Context: an optimization exercise on an open-source flow, tuned for a short achievable clock period and few clock cycles. The choices shown serve that exercise and are no tape-out recipe. In this exercise RTL edits were held to simulation tests only and were not proved equivalent to the original. Power figures rest on the tool's default switching activity, not on a simulated workload.

==> flow/design.v, too long to show whole: its modules and the start of the top module <==
// module rdt3_frame_decoder: 2004 lines
module rdt3_frame_decoder (
    input  wire        clk,
    input  wire        rst,
    input  wire        in_valid,
    output wire        in_ready,
    input  wire [31:0] in_data,
    input  wire [2:0]  in_nbytes,    
    input  wire        in_last,
    output reg         out_valid,
    input  wire        out_ready,
    output reg  [31:0] out_seq,
    output reg  [31:0] out_ack,
    output reg         out_is_ack,
    output reg  [31:0] out_digest,
    output reg  [31:0] out_crc,
    output reg         out_corrupt,
    output reg         out_malformed,
    output reg  [15:0] out_len,
    output reg  [15:0] out_poff,
    output reg  [15:0] out_plen
);
  // ...
==> flow/run.sh <==
#!/bin/bash
# synth_recipe.tcl (not shown) runs the flow's synth.tcl, then flattens the netlist and writes it again
# the make line also repeats each setting of config.mk as NAME=value (left out here)
make -C /OpenROAD-flow-scripts/flow DESIGN_CONFIG=/design/flow/config.mk WORK_HOME=/design/flow/orfs CLKGATE_MAP_FILE= SYNTH_SCRIPT=/design/flow/synth_recipe.tcl finish
==> flow/config.mk <==
export PLATFORM = sky130hd
export DESIGN_NAME = rdt3_frame_decoder
export DESIGN_NICKNAME = rdt3_frame_decoder
export VERILOG_FILES = /design/flow/design.v
export SDC_FILE = /design/flow/constraint.sdc
export NUM_CORES = 4
export LEC_CHECK = 0
export ABC_CLOCK_PERIOD_IN_PS = 1500
export CAP_MARGIN = 20
export CORE_MARGIN = 2
export CORE_UTILIZATION = 60
export CTS_CLUSTER_DIAMETER = 100
export CTS_CLUSTER_SIZE = 25
export SETUP_SLACK_MARGIN = 3.0
export SLEW_MARGIN = 20
==> flow/constraint.sdc <==
create_clock -name core_clock -period 5.0 [get_ports {clk}]
set_input_delay 1.0000 -clock core_clock [delete_from_list [all_inputs] [get_ports {clk}]]
set_output_delay 1.0000 -clock core_clock [all_outputs]
set_load 0.01 [all_outputs]
==> flow_metrics.env, run 1 <==
export IMPL_hp_start="in_nbytes[0]"
export IMPL_crit_start="in_nbytes[0]"
export IMPL_cp_endpoint="pt1[2]"
export IMPL_cts_made_buffers=112
export IMPL_die_y_um=438
export IMPL_crit_family="simple AND/OR/NAND/NOR gates"
export IMPL_crit_arrival_ps=3190
export IMPL_synth_distinct_cells=85
export IMPL_final_util_pct=70.4
export IMPL_synth_area_leaders="edfxtp_1 (43%), dfxtp_1 (15%), xnor2_1 (7.9%)"
export IMPL_met3WireLength_mm=15.7
export IMPL_synth_edff_count=1616
export IMPL_grt_max_degree=199
export IMPL_postRouteWirelength_mm=279
export IMPL_syn_inst=9119
export IMPL_buf_share_pct=7.57
export IMPL_path_clk_slew_ps=90
export IMPL_power_total_mw=34.0
export IMPL_synthToLayoutAreaGrowth_pct=16.9
export IMPL_seq_power_mw=21.9
export IMPL_rsz0062_at_grt="true"
export IMPL_postCtsHoldBufs=0
export IMPL_leakage_nw=49.9
export IMPL_clock_tree_area_fraction_pct=2.60
export IMPL_pin_count=221
export IMPL_initial_utilization_pct=60.3
export IMPL_status="no timing/DRC/antenna violations"
export IMPL_drtAntennaViolNets=0
export IMPL_nClkBuffers=190
export IMPL_worst_setup_path_end_kind="flop"
export IMPL_p_clk_share_pct=31.9
export IMPL_gp_routability_congestion=0.899
export IMPL_final_cell_mix="edfxtp_1 (1,616), xnor2_1 (835), dfxtp_1 (621)"
export IMPL_cp_slowest_cell="or3_4"
export IMPL_nNonClkBuffers=954
export IMPL_crit_cells=10
export IMPL_cts_resized=1593
export IMPL_r2r_start="p_y[6]"
export IMPL_power_leader="registers"
export IMPL_synth_xor_area_share_pct=11.7
export IMPL_postSynthAreaPerCell_sq_um=12.4
export IMPL_start_kind="input pin"
export IMPL_diodes=1
Testbench counts, summed over its fixed seeds: cycles 70,360.
==> run 2: changes to the inputs <==
--- a/flow/design.v
+++ b/flow/design.v
@@ -1511,38 +1511,47 @@
             conv_u2_w113 = r[122] & r[123];
             conv_u2 = {1'b0, 1'b0, 1'b0, 1'b0, r[126], r[124], r[121], r[118], r[115], r[111], r[107], r[103], conv_u2_w56, conv_u2_w52, conv_u2_w48, conv_u2_w44, conv_u2_w40, conv_u2_w36, conv_u2_w32, conv_u2_w28, conv_u2_w24, conv_u2_w20, conv_u2_w16, conv_u2_w12, conv_u2_w8, r[24], r[18], r[13], r[9], r[5], 1'b0, 1'b0, 1'b0, 1'b0, r[130], r[128], r[125], conv_u2_w112, conv_u2_w110, conv_u2_w108, conv_u2_w106, conv_u2_w104, conv_u2_w102, conv_u2_w100, conv_u2_w98, conv_u2_w96, conv_u2_w94, conv_u2_w92, conv_u2_w90, conv_u2_w88, conv_u2_w86, conv_u2_w84, conv_u2_w82, conv_u2_w80, conv_u2_w78, conv_u2_w76, conv_u2_w74, conv_u2_w72, conv_u2_w70, conv_u2_w68, r[8], r[4], r[2], 1'b0, r[132], r[131], r[129], r[127], conv_u2_w113, conv_u2_w111, conv_u2_w109, conv_u2_w107, conv_u2_w105, conv_u2_w103, conv_u2_w101, conv_u2_w99, conv_u2_w97, conv_u2_w95, conv_u2_w93, conv_u2_w91, conv_u2_w89, conv_u2_w87, conv_u2_w85, conv_u2_w83, conv_u2_w81, conv_u2_w79, conv_u2_w77, conv_u2_w75, conv_u2_w73, conv_u2_w71, conv_u2_w69, conv_u2_w67, conv_u2_w66, r[3], r[1], r[0]};
         end
     endfunction
     integer j, f;
     reg        in_ready_r;
     assign in_ready = in_ready_r;
     wire       take = in_valid & in_ready_r & ~rst;
+    reg        v0, l0;
+    reg [31:0] d0;
+    reg [2:0]  n0;
+    always @(posedge clk) begin
+        v0 <= take;
+        l0 <= in_last;
+        d0 <= in_data;
+        n0 <= in_nbytes;
+    end
     reg        v1, l1;
     reg [31:0] d1;
     reg [2:0]  n1;
     reg [3:0]  lv1, pp1, dg1, mn1;
     reg [15:0] pc1;           
     reg [4:0]  pt1;           
     reg [3:0]  lv0, pp0, dg0, mn0;
     always @* begin
         for (j = 0; j < 4; j = j + 1) begin
-            lv0[j] = (in_nbytes > j);
-            pp0[j] = lv0[j] & (in_data[8*j +: 8] == 8'h7C);
-            dg0[j] = lv0[j] & (in_data[8*j+4 +: 4] == 4'h3) & (in_data[8*j +: 4] <= 4'd9);
-            mn0[j] = lv0[j] & (in_data[8*j +: 8] == 8'h2D);
+            lv0[j] = (n0 > j);
+            pp0[j] = lv0[j] & (d0[8*j +: 8] == 8'h7C);
+            dg0[j] = lv0[j] & (d0[8*j+4 +: 4] == 4'h3) & (d0[8*j +: 4] <= 4'd9);
+            mn0[j] = lv0[j] & (d0[8*j +: 8] == 8'h2D);
         end
     end
     wire [3:0] pco3 = ones3(pp0[2:0]);
     wire [4:0] pto  = ones4(pp0);
     always @(posedge clk) begin
-        v1  <= take;
-        l1  <= in_last;
-        d1  <= in_data;
-        n1  <= in_nbytes;
+        v1  <= v0 & ~rst;
+        l1  <= l0;
+        d1  <= d0;
+        n1  <= n0;
         lv1 <= lv0;
         pp1 <= pp0;
         dg1 <= dg0;
         mn1 <= mn0;
         pc1[3:0]   <= 4'b0001;
         pc1[7:4]   <= {2'b00, pp0[0], ~pp0[0]};
         pc1[11:8]  <= {1'b0, pp0[0] & pp0[1], pp0[0] ^ pp0[1], ~pp0[0] & ~pp0[1]};
         pc1[15:12] <= pco3;
==> run 2 against run 1 <==
Against the previous run: still clean; clock power about the same; cell count increased by 0.13%; global-route usage shrank 0.72 points; register-to-register slack got worse by 110 ps; critical path depth down 2; sequential power about the same; highest routed layer unchanged.
==> flow_metrics.env, run 2 <==
export IMPL_cp_slowest_cell="or3_4"
export IMPL_async_flop_share_pct=0
export IMPL_synth_distinct_cells=88
export IMPL_p_per_area_nw_per_um2=253
export IMPL_die_area_sq_um=193000
export IMPL_grt_max_degree=199
export IMPL_max_freq_mhz=407
export IMPL_rsz0062_at_grt="true"
export IMPL_power_total_mw=33.6
export IMPL_final_common_cell="edfxtp_1"
export IMPL_reg_top3="h_rec: 164 flops, p_dig: 118 flops"
export IMPL_period_needed_ps=2460
export IMPL_hold_path_class="reg2reg"
export IMPL_first_global_vias=67200
export IMPL_worst_path_buf_inv=0
export IMPL_initial_utilization_pct=60.5
export IMPL_vias_per_cell=5.67
export IMPL_pin_count=221
export IMPL_largest_reg_flops=164
export IMPL_worst_path_max_fanout=6
export IMPL_clock_sinks=2503
export IMPL_status="no timing/DRC/antenna violations"
export IMPL_crit_path_max_incr_delay_ps=470
export IMPL_seq_area_frac_synth_pct=58.2
export IMPL_slew_headroom_pct=24.7
export IMPL_postSynthAreaPerCell_sq_um=12.5
export IMPL_yosysWarnings=1
export IMPL_num_fill_cells=13000
export IMPL_drt_pass1_iter_count=12
export IMPL_leakage_nw=50.3
export IMPL_dpl_hpwl_mm=185
export IMPL_cap_violations=0
export IMPL_wl_per_cell_um=22.3
export IMPL_worst_pin_slew_ps=1130
export IMPL_skew_ps=50.6
export IMPL_num_vias=69600
export IMPL_synth_area_leaders="edfxtp_1 (43%), dfxtp_1 (16%), xnor2_1 (7.8%)"
export IMPL_grt_use_total_pct=27.3
export IMPL_synth_top_area_share_pct=42.6
export IMPL_coreArea_sq_um=188000
export IMPL_ff2ff_setup_slack_ps=2540
export IMPL_fin_nets=10300
export IMPL_synth_edff_count=1616
export IMPL_cts_tree="done"
export IMPL_cp_required_ps=5700
export IMPL_grt_pass1_wl_mm=404
export IMPL_max_vdd_ir_drop_v=0.000296
export IMPL_clk_insertion_delay_late_ps=820
export IMPL_rows=159
export IMPL_post_route_drc_count=0
export IMPL_final_area_sq_um=133000
export IMPL_final_cell_mix="edfxtp_1 (1,616), xnor2_1 (813), dfxtp_1 (655)"
export IMPL_hold_viol=0
export IMPL_dpl_cell_area_sq_um=118000
export IMPL_syn_inst=9146
export IMPL_regMostFlops="h_rec"
export IMPL_synth_area_sq_um=114000
export IMPL_period_share_pct=49.2
export IMPL_start_kind="flop"
export IMPL_yosys_top_cells_count="edfxtp_1 (1,616), xnor2_1 (1,008), dfxtp_1 (887)"
export IMPL_crit_arrival_ps=3160
export IMPL_crit_family="simple AND/OR/NAND/NOR gates"
export IMPL_postRouteWirelength_mm=274
export IMPL_synth_most_common_cell="edfxtp_1"
export IMPL_crit_chain="or3_4 > and3b_1 > nand4b_1 > or3_4 > ha_4 > or2_4 > mux2_4 > mux2_4"
export IMPL_gp_routability_congestion=0.928
export IMPL_drv_slew=0
export IMPL_synth_seq_cells=2503
export IMPL_drtAntennaViolNets=0
export IMPL_synth_ff_type="edfxtp_1"
export IMPL_drive_gt1_share_pct=19.5
export IMPL_cts_made_buffers=112
export IMPL_clk_path_buf_depth=3
export IMPL_worst_setup_path_end_kind="flop"
export IMPL_cts_root_buf="clkbuf_16"
export IMPL_antenna_found_initial=4
export IMPL_cts_max_level=3
export IMPL_first_iter_violations=6990
export IMPL_fin_setup_tns_ps=0
export IMPL_synthToLayoutAreaGrowth_pct=16.9
export IMPL_die_y_um=440
export IMPL_path_clk_slew_ps=100
export IMPL_die_w_um=440
export IMPL_regArea_sq_um=66700
export IMPL_io_buffers=205
export IMPL_multi_input_area_sq_um=47900
export IMPL_worst_setup_path_type="reg2reg"
export IMPL_finalSetupViolCount=0
export IMPL_overflow=0
export IMPL_synth_area_leader_cell="edfxtp_1"
## run 2: changes by cell type in the layout (fill, tap and decap cells not counted), sizes merged, moves of 7 or more
cell | previous run | this run
buf | 899 | 869
nor2 | 563 | 556
clkbuf | 203 | 226
dfxtp | 850 | 887
nand2 | 523 | 504
clkdlybuf4s50 | 26 | 35
nand4 | 22 | 29
xor2 | 441 | 457
nand3 | 96 | 104
## run 2: worst register-to-register path: cells and delay by family (launching register included)
kind                       cells  cell delay, ps
adders and majority gates      1             200
DFF                            1             430
and+or+nand+nor                5            1170
muxes                          2             550
## run 2: area by class of cell
class | count | share of cell area, %
antenna | 2 | 0.00376
clock buffer | 197 | 2.34
clock inverter | 15 | 0.178
inverter | 573 | 1.63
multi-input combinational | 5566 | 35.9
sequential | 2503 | 50.1
tap | 2495 | 2.34
timing repair buffer | 937 | 7.46
## run 2: through the flow
stage	hold WS (ps)	worst slack (ps)	utilization, %	cells
floorplan	310	-4340	-	9160
global placement	311	1310	62.7	11400
detailed placement	312	1270	62.7	11400
CTS	335	2510	68.1	12000
global route	338	2490	70.8	12300
finish	332	2540	70.8	12300
## run 2: power breakdown
part | leakage [nW] | switching (mW) | internal [mW]
combinational | 26.9 | 0.453 | 0.387
clock | 1.59 | 6.36 | 4.40
sequential | 21.9 | 0.160 | 21.9
total | 50.3 | 6.97 | 26.7
## run 2: what timing repair did
item / 4_1_cts / 5_1_grt
gates resized for setup: 1538 / 473
endpoints found under the hold margin: 0 / 0
pin swaps: 113 / 212
hold buffers: 0 / 0
endpoints found under the setup margin: 2538 / 1512
cloned: 14 / 36
setup buffers: 380 / 224
## run 2: path summary, 6_finish.rpt
check / from / end / cells past startpoint
setup / recovery: n0[2] / pt1[2] / 8
hold / removal: n1[0] / n2[0] / 0
hold reg to reg: n1[0] / n2[0] / 0
setup reg to reg: n0[2] / pt1[2] / 8
## run 2: logic make-up after synthesis
logic type | share of synthesized area, %
buffers and inverters | 3.77
AOI/OAI and AO/OA | 9.07
xor gates and xnor gates | 11.8
adders and majority gates | 7.93
and+or+nand+nor | 7.57
DFF | 58.2
muxes | 1.62
other | 0.00329
## run 2: routing by layer
metal	vias to the layer above	track usage, %	part of all wire [%]
met5	-	0	0
met4	0	8.58	3.4
met3	435	2.75	5.4
met2	2194	43.1	47
met1	34500	40.2	44
li1	32500	-	-
Testbench counts of run 2, summed over its fixed seeds: cycles 70,368.
==> run 3: changes to the inputs <==
--- a/flow/config.mk
+++ b/flow/config.mk
@@ -8,7 +8,7 @@
 export ABC_CLOCK_PERIOD_IN_PS = 1500
 export CAP_MARGIN = 20
 export CORE_MARGIN = 2
-export CORE_UTILIZATION = 60
+export CORE_UTILIZATION = 70
 export CTS_CLUSTER_DIAMETER = 100
 export CTS_CLUSTER_SIZE = 25
 export SETUP_SLACK_MARGIN = 3.0
==> run 3 against run 2 <==
Against the previous run: combinational power up 1%; clock power about the same; core utilization up 11 points; synthesized area unchanged; sequential share of layout area up 0.25 points; register-to-register slack better by 60 ps; routed wire length up 2.9%; clock-buffer cell count down 2; hold slack better by 0.62 ps; worst setup slack better by 59 ps; die area down 14%; critical endpoint is now pt1[1]; largest cell class unchanged; largest power group unchanged; highest routed layer unchanged.
==> flow_metrics.env, run 3 <==
export IMPL_status="no timing/DRC/antenna violations"
export IMPL_final_cells=12000
export IMPL_rr_endpoint="pt1[1]"
export IMPL_seq_area_frac_synth_pct=58.2
export IMPL_finalSetupViolCount=0
export IMPL_post_route_drc_count=0
export IMPL_yosys_top_cells_count="edfxtp_1 (1,616), xnor2_1 (1,008), dfxtp_1 (887)"
export IMPL_hold_path_class="reg2reg"
export IMPL_syn_inst=9146
export IMPL_clk_path_buf_depth=3
export IMPL_max_freq_mhz=417
export IMPL_synth_distinct_cells=88
export IMPL_dp_cells=11100
export IMPL_hp_start="n1[0]"
export IMPL_initial_utilization_pct=70.2
export IMPL_vias_per_cell=5.97
export IMPL_dpl_cell_area_sq_um=118000
export IMPL_ff2ff_setup_slack_ps=2600
export IMPL_period_needed_ps=2400
export IMPL_largest_reg_flops=164
export IMPL_grt_max_degree=124
export IMPL_fin_nets=10300
export IMPL_synth_top_area_share_pct=42.6
export IMPL_pin_count=221
export IMPL_r2r_start="n0[2]"
export IMPL_synth_area_sq_um=114000
export IMPL_worst_pin_slew_ps=1030
export IMPL_overflow=0
export IMPL_p_per_area_nw_per_um2=252
export IMPL_synth_area_leaders="edfxtp_1 (43%), dfxtp_1 (16%), xnor2_1 (7.8%)"
export IMPL_worst_setup_path_end_kind="flop"
export IMPL_num_vias=71600
export IMPL_path_clk_slew_ps=90
export IMPL_first_iter_violations=8881
export IMPL_hold_viol=0
export IMPL_die_y_um=407
export IMPL_cap_violations=0
export IMPL_die_w_um=407
export IMPL_slew_headroom_pct=30.9
export IMPL_crit_arrival_ps=3070
export IMPL_grt_use_total_pct=31.8
export IMPL_start_kind="flop"
export IMPL_cts_tree="done"
export IMPL_grt_pass1_wl_mm=407
export IMPL_die_area_sq_um=166000
export IMPL_cts_max_level=3
export IMPL_async_flop_share_pct=0
export IMPL_synth_seq_cells=2503
export IMPL_worst_path_max_fanout=3
export IMPL_rows=148
export IMPL_drive_gt1_share_pct=19.8
export IMPL_period_share_pct=48.0
export IMPL_drv_slew=0
export IMPL_clk_insertion_delay_late_ps=790
export IMPL_first_global_vias=68400
export IMPL_wl_per_cell_um=23.6
export IMPL_holdPathEnd="n2[0]"
export IMPL_synth_most_common_cell="edfxtp_1"
export IMPL_final_cell_mix="edfxtp_1 (1,616), xnor2_1 (822), dfxtp_1 (653)"
export IMPL_cts_root_buf="clkbuf_16"
export IMPL_hold_depth=0
export IMPL_skew_ps=36.1
export IMPL_cp_required_ps=5670
export IMPL_gp_routability_congestion=0.959
export IMPL_postSynthAreaPerCell_sq_um=12.5
export IMPL_leakage_nw=50.2
export IMPL_final_area_sq_um=132000
export IMPL_antenna_found_initial=2
export IMPL_drt_pass1_iter_count=10
export IMPL_synth_edff_count=1616
export IMPL_synth_area_leader_cell="edfxtp_1"
export IMPL_clock_sinks=2503
export IMPL_synth_ff_type="edfxtp_1"
export IMPL_rsz0062_at_grt="true"
export IMPL_worst_setup_path_type="reg2reg"
export IMPL_coreArea_sq_um=162000
export IMPL_dpl_hpwl_mm=184
export IMPL_cts_made_buffers=111
export IMPL_io_buffers=205
export IMPL_fin_setup_tns_ps=0
export IMPL_postRouteWirelength_mm=282
export IMPL_postCtsHoldBufs=0
export IMPL_yosysWarnings=1
export IMPL_synthToLayoutAreaGrowth_pct=16.3
export IMPL_drtAntennaViolNets=0
export IMPL_final_common_cell="edfxtp_1"
export IMPL_max_vdd_ir_drop_v=0.000303
export IMPL_reg_top3="h_rec: 164 flops, p_dig: 118 flops"
export IMPL_regMostFlops="h_rec"
export IMPL_reg2regPathDepth=10
## run 3: layer usage
layer  vias up  part of all wire, %  global-route usage [%]  wire length, um
li1      32500                    -                       -                -
met2      3297                   48                    51.6           136000
met3       582                  7.2                    3.30            20300
met4         0                  4.1                    10.5            11600
met5         -                    0                       0                0
met1     35200                   41                    45.6           115000
## run 3: where the power goes
group          total, mW  internal [mW]  leakage [nW]  switching, mW
Combinational      0.851          0.390          26.8          0.462
Sequential          22.0           21.9          21.9          0.153
Clock               10.6           4.33          1.55           6.24
Total               33.5           26.6          50.2           6.85
## run 3: worst max path at each step
stage	start	to	depth (start not counted)
2_1_floorplan	out_ready	p_ack[0]	4
3_3_place_gp	out_ready	h_rec[69]	6
3_5_place_dp	out_ready	h_rec[21]	6
4_1_cts	n0[2]	pt1[1]	9
5_1_grt	n0[2]	pt1[1]	10
6_report	n0[2]	pt1[1]	10
## run 3: area by class of cell
| cell class | instances | area [sq um] |
|---|---|---|
| clock buffer | 195 | 3140 |
| fill | 8807 | 29700 |
| clock inverter | 10 | 139 |
| antenna | 2 | 5.00 |
| tap | 2175 | 2720 |
| multi-input combinational | 5567 | 47900 |
| sequential | 2503 | 66700 |
| timing repair buffer | 960 | 9730 |
| inverter | 573 | 2170 |
## run 3: through the flow
step	setup WS (ps)	total power [mW]	hold slack, ps	util, %
after floorplan	-4340	22.9	310	-
after global placement	1300	23.2	310	72.5
after detailed placement	1170	23.2	314	72.5
after CTS	2640	33.4	335	78.4
after global routing	2560	34.3	339	81.7
final	2600	33.5	333	81.7
## run 3: logic make-up after synthesis
logic type               Yosys count  share of synthesized area (%)
other                              1                        0.00329
adder cells (fa/ha/maj)          536                           7.93
flip-flops                      2503                           58.2
buffers and inverters           1092                           3.77
multiplexers                     180                           1.62
AND/OR/NAND/NOR                 1819                           7.57
XOR/XNOR                        1491                           11.8
AO/OA/AOI/OAI                   1524                           9.07
## run 3: repair_timing
action,CTS,global route
setup endpoints to repair,2371,1398
cloned,12,19
setup buffers,356,285
pin swaps,115,212
resized for setup,1499,507
## run 3: critical path, stage by stage (launching register included)
cell and delay (ps):
dfxtp_4 380, buf_4 140, or2_4 260, and3b_1 190, nand4b_1 110, or3_4 170, inv_1 90, ha_2 180
or2_4 250, mux2_4 280, mux2_4 260

static timing again, ports no longer ideal:
No port has a modelled driver above. Below, the same layouts with a new extraction and two added sets of constraints. Step 1 sets driving cells, clkbuf_16 on the clock port and buf_2 on the other inputs (assumed; they add their load-dependent delay and slew). Step 2 moves the port delays by t, midway between the first and last clock arrival at a register: inputs arrive t later, outputs are due t later. That takes back most of the time a late clock gives input paths. a / b / c = no drivers / after step 1 / after step 2; a / b = the first two.
run | shift t [ns] | slack for setup (ns) | hold WS [ns] | worst setup path after step 2
run 1 | 0.888 | 2.518 / 2.565 / 1.677 | 0.267 / 0.233 / 0.306 | input to register
run 2 | 0.883 | 2.542 / 2.521 / 2.127 | 0.332 / 0.332 / 0.332 | input to register
run 3 | 0.866 | 2.601 / 2.555 / 1.689 | 0.333 / 0.333 / 0.333 | input to register
After both steps every run listed still meets setup and hold. For run 3, which loses most, drivers alone change the setup slack by -0.046 ns; drivers and shift together by -0.912 ns.
